What follows belongs to an exercise in optimizing a design on an open flow for small area, a short achievable clock period and few clock cycles; a production flow would make more cautious choices. RTL that was checked went through simulation tests only; none was proved equivalent to the original. Power figures rest on the tool's default switching activity, not on a simulated workload.

== old ==
==> flow/design.v <==
module gf_decomp_mul (
    input  wire        clk,
    input  wire        rst,
    input  wire        cmd_valid,
    output wire        cmd_ready,
    input  wire [7:0]  cmd_op,
    input  wire [1:0]  cmd_ksel,
    input  wire [63:0] cmd_a,
    input  wire [63:0] cmd_b,
    output wire        rsp_valid,
    input  wire        rsp_ready,
    output wire [3:0]  rsp_cc,
    output wire [63:0] rsp_result
);
    localparam OP_CFG   = 8'h04;
    localparam OP_NBM   = 8'h30;
    localparam OP_BLDRT = 8'h31;
    localparam OP_RTRD  = 8'h32;
    localparam OP_MSL8  = 8'h33;
    localparam OP_MODRB = 8'h34;
    localparam OP_MULD  = 8'h35;
    localparam CC_OK      = 3'd0;
    localparam CC_ILLEGAL = 3'd1;
    localparam CC_NOCFG   = 3'd2;
    localparam CC_WIDTH   = 3'd3;
    localparam CC_OPERAND = 3'd4;
    localparam CC_TABLE   = 3'd5;
    reg        cfg_valid;
    reg        k16;           
    reg [15:0] poly;
    reg        rt_valid;
    localparam MK = 4;                  
    localparam [2:0] MSTEPS = 16 / MK;
    reg [15:0] mu;                      
    reg [2:0]  mcnt;                    
    reg        pend;                    
    reg        pend_bldrt;              
    reg [2:0]  cc_q;
    reg [31:0] x_q;
    reg [7:0]  p_q;
    reg        ok_q;
    wire rsp_v = pend && !(pend_bldrt && mcnt != 3'd0);
    assign rsp_valid = rsp_v;
    assign rsp_cc    = {1'b0, cc_q};
    assign cmd_ready = !pend || (rsp_v && rsp_ready);
    wire fire = cmd_valid && cmd_ready;
    wire is_cfg   = (cmd_op == OP_CFG);
    wire is_nbm   = (cmd_op == OP_NBM);
    wire is_bldrt = (cmd_op == OP_BLDRT);
    wire is_rtrd  = (cmd_op == OP_RTRD);
    wire is_msl8  = (cmd_op == OP_MSL8);
    wire is_modrb = (cmd_op == OP_MODRB);
    wire is_muld  = (cmd_op == OP_MULD);
    wire is_field = is_bldrt | is_rtrd | is_msl8 | is_modrb | is_muld;
    wire a_hi32 = |cmd_a[63:32];
    wire a_hi16 = a_hi32 | (|cmd_a[31:16]);
    wire a_hi8  = a_hi16 | (|cmd_a[15:8]);
    wire a_hi4  = a_hi8  | (|cmd_a[7:4]);
    wire b_hi16 = |cmd_b[63:16];
    wire b_hi4  = b_hi16 | (|cmd_b[15:4]);
    reg cfg_bad;
    always @(*) begin
        case (cmd_ksel)
            2'd0: cfg_bad = a_hi4;
            2'd1: cfg_bad = a_hi8;
            2'd2: cfg_bad = a_hi16;
            default: cfg_bad = a_hi32;
        endcase
    end
    wire field_bad = (is_rtrd & a_hi8) | (is_msl8 & a_hi16) |
                     (is_modrb & a_hi32) | (is_muld & (a_hi16 | b_hi16));
    reg [2:0] cc;
    always @(*) begin
        if (is_cfg)
            cc = cfg_bad ? CC_OPERAND : CC_OK;
        else if (is_nbm)
            cc = (a_hi8 | b_hi4) ? CC_OPERAND : CC_OK;
        else if (is_field) begin
            if (!cfg_valid)
                cc = CC_NOCFG;
            else if (!k16)
                cc = CC_WIDTH;
            else if (field_bad)
                cc = CC_OPERAND;
            else if (!is_bldrt && !rt_valid)
                cc = CC_TABLE;
            else
                cc = CC_OK;
        end else
            cc = CC_ILLEGAL;
    end
    wire ok = (cc == CC_OK);
    wire [15:0] A = cmd_a[15:0];
    wire [15:0] B = cmd_b[15:0];
    reg [30:0] prod;
    integer i;
    always @(*) begin
        prod = 31'd0;
        for (i = 0; i < 16; i = i + 1)
            if (B[i]) prod = prod ^ ({15'd0, A} << i);
    end
    wire sel_mul   = is_muld | is_nbm;
    wire sel_modrb = is_modrb;
    wire sel_msl8  = is_msl8;
    wire sel_rtrd  = is_rtrd;
    wire [31:0] X = ({32{sel_mul}}   & {1'b0, prod})
                  | ({32{sel_modrb}} & cmd_a[31:0])
                  | ({32{sel_msl8}}  & {8'd0, cmd_a[15:0], 8'd0})
                  | ({32{sel_rtrd}}  & {cmd_a[15:0], 16'd0});
    function [15:0] mulx;
        input [15:0] v;
        input [15:0] p;
        begin
            mulx = {v[14:0], 1'b0} ^ (p & {16{v[15]}});
        end
    endfunction
    function [15:0] mu_step;
        input [15:0] w;
        input [15:0] p;
        integer i;
        reg nb;
        begin
            nb = 1'b0;
            for (i = 0; i < 16; i = i + 1)
                nb = nb ^ (p[i] & w[15-i]);
            mu_step = {w[14:0], nb};
        end
    endfunction
    reg [15:0] mstep [0:MK];
    integer j, m;
    always @(*) begin
        mstep[0] = mu;
        for (j = 0; j < MK; j = j + 1)
            mstep[j+1] = mu_step(mstep[j], poly);
    end
    wire [15:0] Xh = X[31:16];
    reg  [7:0]  q_hi;
    reg  [7:0]  p_lo;
    always @(*) begin
        for (j = 8; j < 16; j = j + 1) begin
            q_hi[j-8] = Xh[j];
            for (m = j + 1; m < 16; m = m + 1)
                q_hi[j-8] = q_hi[j-8] ^ (Xh[m] & mu[j+16-m]);
        end
        for (j = 0; j < 8; j = j + 1) begin
            p_lo[j] = 1'b0;
            for (m = 8; m < 16; m = m + 1)
                p_lo[j] = p_lo[j] ^ (Xh[m] & mu[j+16-m]);
        end
    end
    wire [31:0] x_d = {q_hi, X[23:0]};
    wire [15:0] xl = x_q[15:0]  & {16{ok_q}};
    wire [7:0]  hl = x_q[23:16] & {8{ok_q}};
    wire [7:0]  qh = x_q[31:24] & {8{ok_q}};
    wire [7:0]  pl = p_q        & {8{ok_q}};
    reg  [7:0]  ql;
    always @(*) begin
        for (j = 0; j < 8; j = j + 1) begin
            ql[j] = hl[j] ^ pl[j];
            for (m = j + 1; m < 8; m = m + 1)
                ql[j] = ql[j] ^ (hl[m] & mu[j+16-m]);
        end
    end
    wire [15:0] q = {qh, ql};
    reg  [30:0] qp;
    always @(*) begin
        qp = 31'd0;
        for (j = 0; j < 16; j = j + 1)
            if (poly[j]) qp = qp ^ ({15'd0, q} << j);
    end
    wire [15:0] red = xl ^ qp[15:0];
    assign rsp_result = {48'd0, red};
    always @(posedge clk) begin
        if (fire && ok && is_cfg)
            mu <= 16'h0001;
        else if (mcnt != 3'd0)
            mu <= mstep[MK];
    end
    always @(posedge clk) begin
        if (rst) begin
            pend       <= 1'b0;
            pend_bldrt <= 1'b0;
            mcnt       <= 3'd0;
            cfg_valid  <= 1'b0;
            k16        <= 1'b0;
            poly       <= 16'd0;
            rt_valid   <= 1'b0;
        end else begin
            if (mcnt != 3'd0)
                mcnt <= mcnt - 3'd1;
            if (rsp_v && rsp_ready)
                pend <= 1'b0;
            if (fire) begin
                pend       <= 1'b1;
                pend_bldrt <= is_bldrt;
                if (ok && is_cfg) begin
                    cfg_valid <= 1'b1;
                    k16       <= (cmd_ksel == 2'd2);
                    poly      <= cmd_a[15:0];
                    rt_valid  <= 1'b0;
                    mcnt      <= MSTEPS;
                end
                if (ok && is_bldrt)
                    rt_valid <= 1'b1;
            end
        end
    end
    always @(posedge clk) begin
        if (cmd_ready) begin
            cc_q <= cc;
            x_q  <= x_d;
            p_q  <= p_lo;
            ok_q <= ok;
        end
    end
endmodule
clock: 8.0 ns
lec_check: 0
cap_margin: 20
core_margin: 2
core_utilization: 35
place_density: 0.55
setup_slack_margin: 3.6
slew_margin: 20
synth_memory_max_bits: 65536
standard.sh (not shown) runs the stock make flow with config.mk's settings and CLKGATE_MAP_FILE= SYNTH_SCRIPT=/design/flow/synth_recipe.tcl, a recipe that flattens the netlist after the stock synthesis.
==> flow/flow/run.sh <==
#!/bin/bash
# The standard layout (the standard.sh: ORFS synthesis through finish),
# with one change: the port buffers that global placement inserts on every
# input and output are sky130_fd_sc_hd__buf_1 instead of the cell buffer_ports
# picks by default (clkdlybuf4s50_1, a delay cell); timing repair resizes
# them as needed.
set -euo pipefail
cd "$(dirname "$0")/.."
export BUFFER_PORTS_ARGS="-buffer_cell sky130_fd_sc_hd__buf_1"
bash standard.sh > standard_make.log 2>&1
Testbench counts of old, summed over its fixed seeds: cycles 2,480.
Input-level comparison between new and old:
--- a/flow/design.v
+++ b/flow/design.v
@@ -31,16 +31,16 @@
     reg        rt_valid;
     localparam MK = 4;                  
     localparam [2:0] MSTEPS = 16 / MK;
     reg [15:0] mu;                      
     reg [2:0]  mcnt;                    
+    reg [15:0] mu_o;                    
     reg        pend;                    
     reg        pend_bldrt;              
     reg [2:0]  cc_q;
     reg [31:0] x_q;
     reg [7:0]  p_q;
-    reg        ok_q;
     wire rsp_v = pend && !(pend_bldrt && mcnt != 3'd0);
     assign rsp_valid = rsp_v;
     assign rsp_cc    = {1'b0, cc_q};
     assign cmd_ready = !pend || (rsp_v && rsp_ready);
     wire fire = cmd_valid && cmd_ready;
@@ -147,20 +147,20 @@
             for (m = 8; m < 16; m = m + 1)
                 p_lo[j] = p_lo[j] ^ (Xh[m] & mu[j+16-m]);
         end
     end
     wire [31:0] x_d = {q_hi, X[23:0]};
-    wire [15:0] xl = x_q[15:0]  & {16{ok_q}};
-    wire [7:0]  hl = x_q[23:16] & {8{ok_q}};
-    wire [7:0]  qh = x_q[31:24] & {8{ok_q}};
-    wire [7:0]  pl = p_q        & {8{ok_q}};
+    wire [15:0] xl = x_q[15:0];
+    wire [7:0]  hl = x_q[23:16];
+    wire [7:0]  qh = x_q[31:24];
+    wire [7:0]  pl = p_q;
     reg  [7:0]  ql;
     always @(*) begin
         for (j = 0; j < 8; j = j + 1) begin
             ql[j] = hl[j] ^ pl[j];
             for (m = j + 1; m < 8; m = m + 1)
-                ql[j] = ql[j] ^ (hl[m] & mu[j+16-m]);
+                ql[j] = ql[j] ^ (hl[m] & mu_o[j+16-m]);
         end
     end
     wire [15:0] q = {qh, ql};
     reg  [30:0] qp;
     always @(*) begin
@@ -169,10 +169,11 @@
             if (poly[j]) qp = qp ^ ({15'd0, q} << j);
     end
     wire [15:0] red = xl ^ qp[15:0];
     assign rsp_result = {48'd0, red};
     always @(posedge clk) begin
+        mu_o <= mu;
         if (fire && ok && is_cfg)
             mu <= 16'h0001;
         else if (mcnt != 3'd0)
             mu <= mstep[MK];
     end
@@ -206,11 +207,10 @@
         end
     end
     always @(posedge clk) begin
         if (cmd_ready) begin
             cc_q <= cc;
-            x_q  <= x_d;
-            p_q  <= p_lo;
-            ok_q <= ok;
+            x_q  <= x_d & {32{ok}};
+            p_q  <= p_lo & {8{ok}};
         end
     end
 endmodule
Findings:
Going from old to new, the global-route wire length before repair was found to have gone up by 0.34%. new has more setup slack than old. Maximum frequency from static timing analysis (lower): old. The clock tree cell share of total cell area of new and that of old are within noise of each other. old -> new: number of global-route vias before repair increased slightly. In new, synthesized area per cell is lower than in old.
Testbench counts of new, summed over its fixed seeds: cycles 2,480.


Setup of red:
// gf_decomp_mul: RTL as listed in full above, without the edits since
clock: 8.0 ns
lec_check: 0
cap_margin: 20
core_margin: 2
core_utilization: 35
place_density: 0.55
setup_slack_margin: 3
slew_margin: 20
synth_memory_max_bits: 65536
Scripts as last shown in full above: flow/flow/run.sh
red went all the way through synthesis, placement and routing and the layout is clean on timing, DRC and antenna.
Testbench counts of red, summed over its fixed seeds: cycles 2,480.
Inputs modified between red and blue:
diff --git a/flow/design.v b/flow/design.v
--- a/flow/design.v
+++ b/flow/design.v
@@ -37,9 +37,8 @@
     reg        pend_bldrt;              
     reg [2:0]  cc_q;
     reg [31:0] x_q;
     reg [7:0]  p_q;
-    reg        ok_q;
     wire rsp_v = pend && !(pend_bldrt && mcnt != 3'd0);
     assign rsp_valid = rsp_v;
     assign rsp_cc    = {1'b0, cc_q};
     assign cmd_ready = !pend || (rsp_v && rsp_ready);
@@ -148,12 +147,12 @@
                 p_lo[j] = p_lo[j] ^ (Xh[m] & mu[j+16-m]);
         end
     end
     wire [31:0] x_d = {q_hi, X[23:0]};
-    wire [15:0] xl = x_q[15:0]  & {16{ok_q}};
-    wire [7:0]  hl = x_q[23:16] & {8{ok_q}};
-    wire [7:0]  qh = x_q[31:24] & {8{ok_q}};
-    wire [7:0]  pl = p_q        & {8{ok_q}};
+    wire [15:0] xl = x_q[15:0];
+    wire [7:0]  hl = x_q[23:16];
+    wire [7:0]  qh = x_q[31:24];
+    wire [7:0]  pl = p_q;
     reg  [7:0]  ql;
     always @(*) begin
         for (j = 0; j < 8; j = j + 1) begin
             ql[j] = hl[j] ^ pl[j];
@@ -207,10 +206,9 @@
     end
     always @(posedge clk) begin
         if (cmd_ready) begin
             cc_q <= cc;
-            x_q  <= x_d;
-            p_q  <= p_lo;
-            ok_q <= ok;
+            x_q  <= x_d & {32{ok}};
+            p_q  <= p_lo & {8{ok}};
         end
     end
 endmodule
==> summary.txt <==
Compared with red, in blue detailed-router iteration count before antenna repair rose 1, worst hold slack across all endpoints rose 0.0067 ns.
Changes observed in blue relative to red: die area about even, non-filler instance count after layout up about 1%, instance area after placement moved up, number of flops mapped to enable cells by yosys now smaller, maximum number of pins on one net before global-route repair climbed 4.
Only the layout flow was run in blue; the RTL was not checked for function there.


gf_decomp_mul, a different RTL version from the one above (not shown whole).
Size in the first run: roughly 1600 cells after synthesis, roughly 92 flip-flops, about 0.012 mm² of cells after synthesis.
==> module gf_decomp_mul, before the edit <==
module gf_decomp_mul (
    input  wire        clk,
    input  wire        rst,
    input  wire        cmd_valid,
    output wire        cmd_ready,
    input  wire [7:0]  cmd_op,
    input  wire [1:0]  cmd_ksel,
    input  wire [63:0] cmd_a,
    input  wire [63:0] cmd_b,
    output wire        rsp_valid,
    input  wire        rsp_ready,
    output wire [3:0]  rsp_cc,
    output wire [63:0] rsp_result
);
    localparam OP_CFG   = 8'h04;
    localparam OP_NBM   = 8'h30;
    localparam OP_BLDRT = 8'h31;
    localparam OP_RTRD  = 8'h32;
    localparam OP_MSL8  = 8'h33;
    localparam OP_MODRB = 8'h34;
    localparam OP_MULD  = 8'h35;
    localparam CC_OK      = 3'd0;
    localparam CC_ILLEGAL = 3'd1;
    localparam CC_NOCFG   = 3'd2;
    localparam CC_WIDTH   = 3'd3;
    localparam CC_OPERAND = 3'd4;
    localparam CC_TABLE   = 3'd5;
    reg        cfg_valid;
    reg        k16;           
    reg [15:0] poly;
    reg        rt_valid;
    localparam MK = 4;                  
    localparam [2:0] MSTEPS = 16 / MK;
    reg [15:0] mv;                      
    reg [15:0] mu;                      
    reg [2:0]  mcnt;                    
    reg        pend;                    
    reg        pend_bldrt;              
    reg [2:0]  cc_q;
    reg [31:0] x_q;
    reg        ok_q;
    wire rsp_v = pend && !(pend_bldrt && mcnt > 3'd1);
    assign rsp_valid = rsp_v;
    assign rsp_cc    = {1'b0, cc_q};
    assign cmd_ready = !pend || (rsp_v && rsp_ready);
    wire fire = cmd_valid && cmd_ready;
    wire is_cfg   = (cmd_op == OP_CFG);
    wire is_nbm   = (cmd_op == OP_NBM);
    wire is_bldrt = (cmd_op == OP_BLDRT);
    wire is_rtrd  = (cmd_op == OP_RTRD);
    wire is_msl8  = (cmd_op == OP_MSL8);
    wire is_modrb = (cmd_op == OP_MODRB);
    wire is_muld  = (cmd_op == OP_MULD);
    wire is_field = is_bldrt | is_rtrd | is_msl8 | is_modrb | is_muld;
    wire a_hi32 = |cmd_a[63:32];
    wire a_hi16 = a_hi32 | (|cmd_a[31:16]);
    wire a_hi8  = a_hi16 | (|cmd_a[15:8]);
    wire a_hi4  = a_hi8  | (|cmd_a[7:4]);
    wire b_hi16 = |cmd_b[63:16];
    wire b_hi4  = b_hi16 | (|cmd_b[15:4]);
    reg cfg_bad;
    always @(*) begin
        case (cmd_ksel)
            2'd0: cfg_bad = a_hi4;
            2'd1: cfg_bad = a_hi8;
            2'd2: cfg_bad = a_hi16;
            default: cfg_bad = a_hi32;
        endcase
    end
    wire field_bad = (is_rtrd & a_hi8) | (is_msl8 & a_hi16) |
                     (is_modrb & a_hi32) | (is_muld & (a_hi16 | b_hi16));
    reg [2:0] cc;
    always @(*) begin
        if (is_cfg)
            cc = cfg_bad ? CC_OPERAND : CC_OK;
        else if (is_nbm)
            cc = (a_hi8 | b_hi4) ? CC_OPERAND : CC_OK;
        else if (is_field) begin
            if (!cfg_valid)
                cc = CC_NOCFG;
            else if (!k16)
                cc = CC_WIDTH;
            else if (field_bad)
                cc = CC_OPERAND;
            else if (!is_bldrt && !rt_valid)
                cc = CC_TABLE;
            else
                cc = CC_OK;
        end else
            cc = CC_ILLEGAL;
    end
    wire ok = (cc == CC_OK);
    wire [15:0] A = cmd_a[15:0];
    wire [15:0] B = cmd_b[15:0];
    reg [30:0] prod;
    integer i;
    always @(*) begin
        prod = 31'd0;
        for (i = 0; i < 16; i = i + 1)
            if (B[i]) prod = prod ^ ({15'd0, A} << i);
    end
    wire sel_mul   = is_muld | is_nbm;
    wire sel_modrb = is_modrb;
    wire sel_msl8  = is_msl8;
    wire sel_rtrd  = is_rtrd;
    wire [31:0] X = ({32{sel_mul}}   & {1'b0, prod})
                  | ({32{sel_modrb}} & cmd_a[31:0])
                  | ({32{sel_msl8}}  & {8'd0, cmd_a[15:0], 8'd0})
                  | ({32{sel_rtrd}}  & {cmd_a[15:0], 16'd0});
    function [15:0] mulx;
        input [15:0] v;
        input [15:0] p;
        begin
            mulx = {v[14:0], 1'b0} ^ (p & {16{v[15]}});
        end
    endfunction
    reg [15:0] mstep [0:MK];
    reg [MK-1:0] mbits;
    integer j;
    always @(*) begin
        mstep[0] = mv;
        for (j = 0; j < MK; j = j + 1) begin
            mbits[MK-1-j] = mstep[j][15];
            mstep[j+1] = mulx(mstep[j], poly);
        end
    end
    wire [15:0] H = x_q[31:16] & {16{ok_q}};
    reg  [30:0] hm;
    reg  [30:0] qp;
    always @(*) begin
        hm = 31'd0;
        for (j = 0; j < 16; j = j + 1)
            if (mu[j]) hm = hm ^ ({15'd0, H} << j);
    end
    wire [15:0] q = H ^ {1'b0, hm[30:16]};
    always @(*) begin
        qp = 31'd0;
        for (j = 0; j < 16; j = j + 1)
            if (poly[j]) qp = qp ^ ({15'd0, q} << j);
    end
    wire [15:0] red = (x_q[15:0] & {16{ok_q}}) ^ qp[15:0];
    assign rsp_result = {48'd0, red};
    always @(posedge clk) begin
        if (fire && ok && is_cfg) begin
            mv <= cmd_a[15:0];
        end else if (mcnt != 3'd0) begin
            mv <= mstep[MK];
            mu <= {mu[15-MK:0], mbits};
        end
    end
    always @(posedge clk) begin
        if (rst) begin
            pend       <= 1'b0;
            pend_bldrt <= 1'b0;
            mcnt       <= 3'd0;
            cfg_valid  <= 1'b0;
            k16        <= 1'b0;
            poly       <= 16'd0;
            rt_valid   <= 1'b0;
        end else begin
            if (mcnt != 3'd0)
                mcnt <= mcnt - 3'd1;
            if (rsp_v && rsp_ready)
                pend <= 1'b0;
            if (fire) begin
                pend       <= 1'b1;
                pend_bldrt <= is_bldrt;
                if (ok && is_cfg) begin
                    cfg_valid <= 1'b1;
                    k16       <= (cmd_ksel == 2'd2);
                    poly      <= cmd_a[15:0];
                    rt_valid  <= 1'b0;
                    mcnt      <= MSTEPS;
                end
                if (ok && is_bldrt)
                    rt_valid <= 1'b1;
            end
        end
    end
    always @(posedge clk) begin
        if (cmd_ready) begin
            cc_q <= cc;
            x_q  <= X;
            ok_q <= ok;
        end
    end
endmodule
export LEC_CHECK = 0
export CAP_MARGIN = 20
export CORE_MARGIN = 2
export CORE_UTILIZATION = 35
export PLACE_DENSITY = 0.55
export SETUP_SLACK_MARGIN = 4
export SLEW_MARGIN = 20
export SYNTH_MEMORY_MAX_BITS = 65536
create_clock -name core_clock -period 8.0 [get_ports {clk}]
run.sh (not shown) runs the stock make flow with config.mk's settings and CLKGATE_MAP_FILE= SYNTH_SCRIPT=/design/flow/synth_recipe.tcl, a recipe that flattens the netlist after the stock synthesis.
Stock flow here: none of the scripts above is used.
Next try:
--- a/flow/design.v
+++ b/flow/design.v
@@ -36,11 +36,10 @@
     reg [2:0]  mcnt;                    
     reg        pend;                    
     reg        pend_bldrt;              
     reg [2:0]  cc_q;
     reg [31:0] x_q;
-    reg        ok_q;
     wire rsp_v = pend && !(pend_bldrt && mcnt > 3'd1);
     assign rsp_valid = rsp_v;
     assign rsp_cc    = {1'b0, cc_q};
     assign cmd_ready = !pend || (rsp_v && rsp_ready);
     wire fire = cmd_valid && cmd_ready;
@@ -97,14 +96,14 @@
     always @(*) begin
         prod = 31'd0;
         for (i = 0; i < 16; i = i + 1)
             if (B[i]) prod = prod ^ ({15'd0, A} << i);
     end
-    wire sel_mul   = is_muld | is_nbm;
-    wire sel_modrb = is_modrb;
-    wire sel_msl8  = is_msl8;
-    wire sel_rtrd  = is_rtrd;
+    wire sel_mul   = ok & (is_muld | is_nbm);
+    wire sel_modrb = ok & is_modrb;
+    wire sel_msl8  = ok & is_msl8;
+    wire sel_rtrd  = ok & is_rtrd;
     wire [31:0] X = ({32{sel_mul}}   & {1'b0, prod})
                   | ({32{sel_modrb}} & cmd_a[31:0])
                   | ({32{sel_msl8}}  & {8'd0, cmd_a[15:0], 8'd0})
                   | ({32{sel_rtrd}}  & {cmd_a[15:0], 16'd0});
     function [15:0] mulx;
@@ -122,11 +121,11 @@
         for (j = 0; j < MK; j = j + 1) begin
             mbits[MK-1-j] = mstep[j][15];
             mstep[j+1] = mulx(mstep[j], poly);
         end
     end
-    wire [15:0] H = x_q[31:16] & {16{ok_q}};
+    wire [15:0] H = x_q[31:16];
     reg  [30:0] hm;
     reg  [30:0] qp;
     always @(*) begin
         hm = 31'd0;
         for (j = 0; j < 16; j = j + 1)
@@ -136,11 +135,11 @@
     always @(*) begin
         qp = 31'd0;
         for (j = 0; j < 16; j = j + 1)
             if (poly[j]) qp = qp ^ ({15'd0, q} << j);
     end
-    wire [15:0] red = (x_q[15:0] & {16{ok_q}}) ^ qp[15:0];
+    wire [15:0] red = x_q[15:0] ^ qp[15:0];
     assign rsp_result = {48'd0, red};
     always @(posedge clk) begin
         if (fire && ok && is_cfg) begin
             mv <= cmd_a[15:0];
         end else if (mcnt != 3'd0) begin
@@ -179,9 +178,8 @@
     end
     always @(posedge clk) begin
         if (cmd_ready) begin
             cc_q <= cc;
             x_q  <= X;
-            ok_q <= ok;
         end
     end
 endmodule
The changed run completed with no timing, DRC or antenna violations.
Routed wire length went up by 9.3%.
Non-clock buffer count went up by 25.
Sequential power went down by about 3.3%.
Synthesized area went up by 0.73%.
Hold slack got worse by 0.0093 ns.
Total power went up by 7.2%.
Global-route usage went up by 1.4 points.
First-iteration DRC count went up by 23%.
Worst setup slack improved by 0.087 ns.
Maximum frequency went up by 1.8%.
Register-to-register slack improved by 0.23 ns.
Clock power went down by about 2%.
Critical path depth went down by 5.
Function was not checked in any run of this note: the RTL went through the layout flow alone.

==> afterwards: timing with drivers on the ports <==
The flow's constraints put no driver on any port. The routed layouts listed below were extracted and timed again, unchanged, in two steps.
Step 1 sets driving cells, clkbuf_16 on the clock port and buf_2 on the other inputs (assumed; they add their load-dependent delay and slew).
Step 2 times the ports against the registers' clock, not the clock port: input delays grow and output delays shrink by t, the midpoint of the rising clock arrivals with the driver on.
a / b / c = ideal ports / drivers / drivers and shift; a / b = the first two.
| run | t, ns | setup WS [ns] | worst setup path at the end | latest minus earliest clock arrival (ns) | worst data-port slew with drivers (ns) |
|---|---|---|---|---|---|
| old | 0.379 | 3.672 / 3.629 / 3.507 | input to register | 0.013 / 0.012 | 0.06 |
| new | 0.400 | 3.705 / 3.657 / 3.384 | input to register | 0.018 / 0.018 | 0.11 |
| red | 0.379 | 3.311 / 3.268 / 3.553 | input to register | 0.013 / 0.012 | 0.06 |
| blue | 0.387 | 3.328 / 3.283 / 3.223 | input to register | 0.008 / 0.009 | 0.07 |
| the first run of note 3 | 0.385 | 3.055 / 3.007 / 3.391 | register to output | 0.011 / 0.011 | 0.04 |
| the second run of note 3 | 0.406 | 3.142 / 3.090 / 3.497 | register to output | 0.013 / 0.013 | 0.06 |
After both steps every run listed still meets setup and hold. The setup slack of new, which loses most, moves by -0.048 ns with the drivers and by -0.321 ns with both steps.
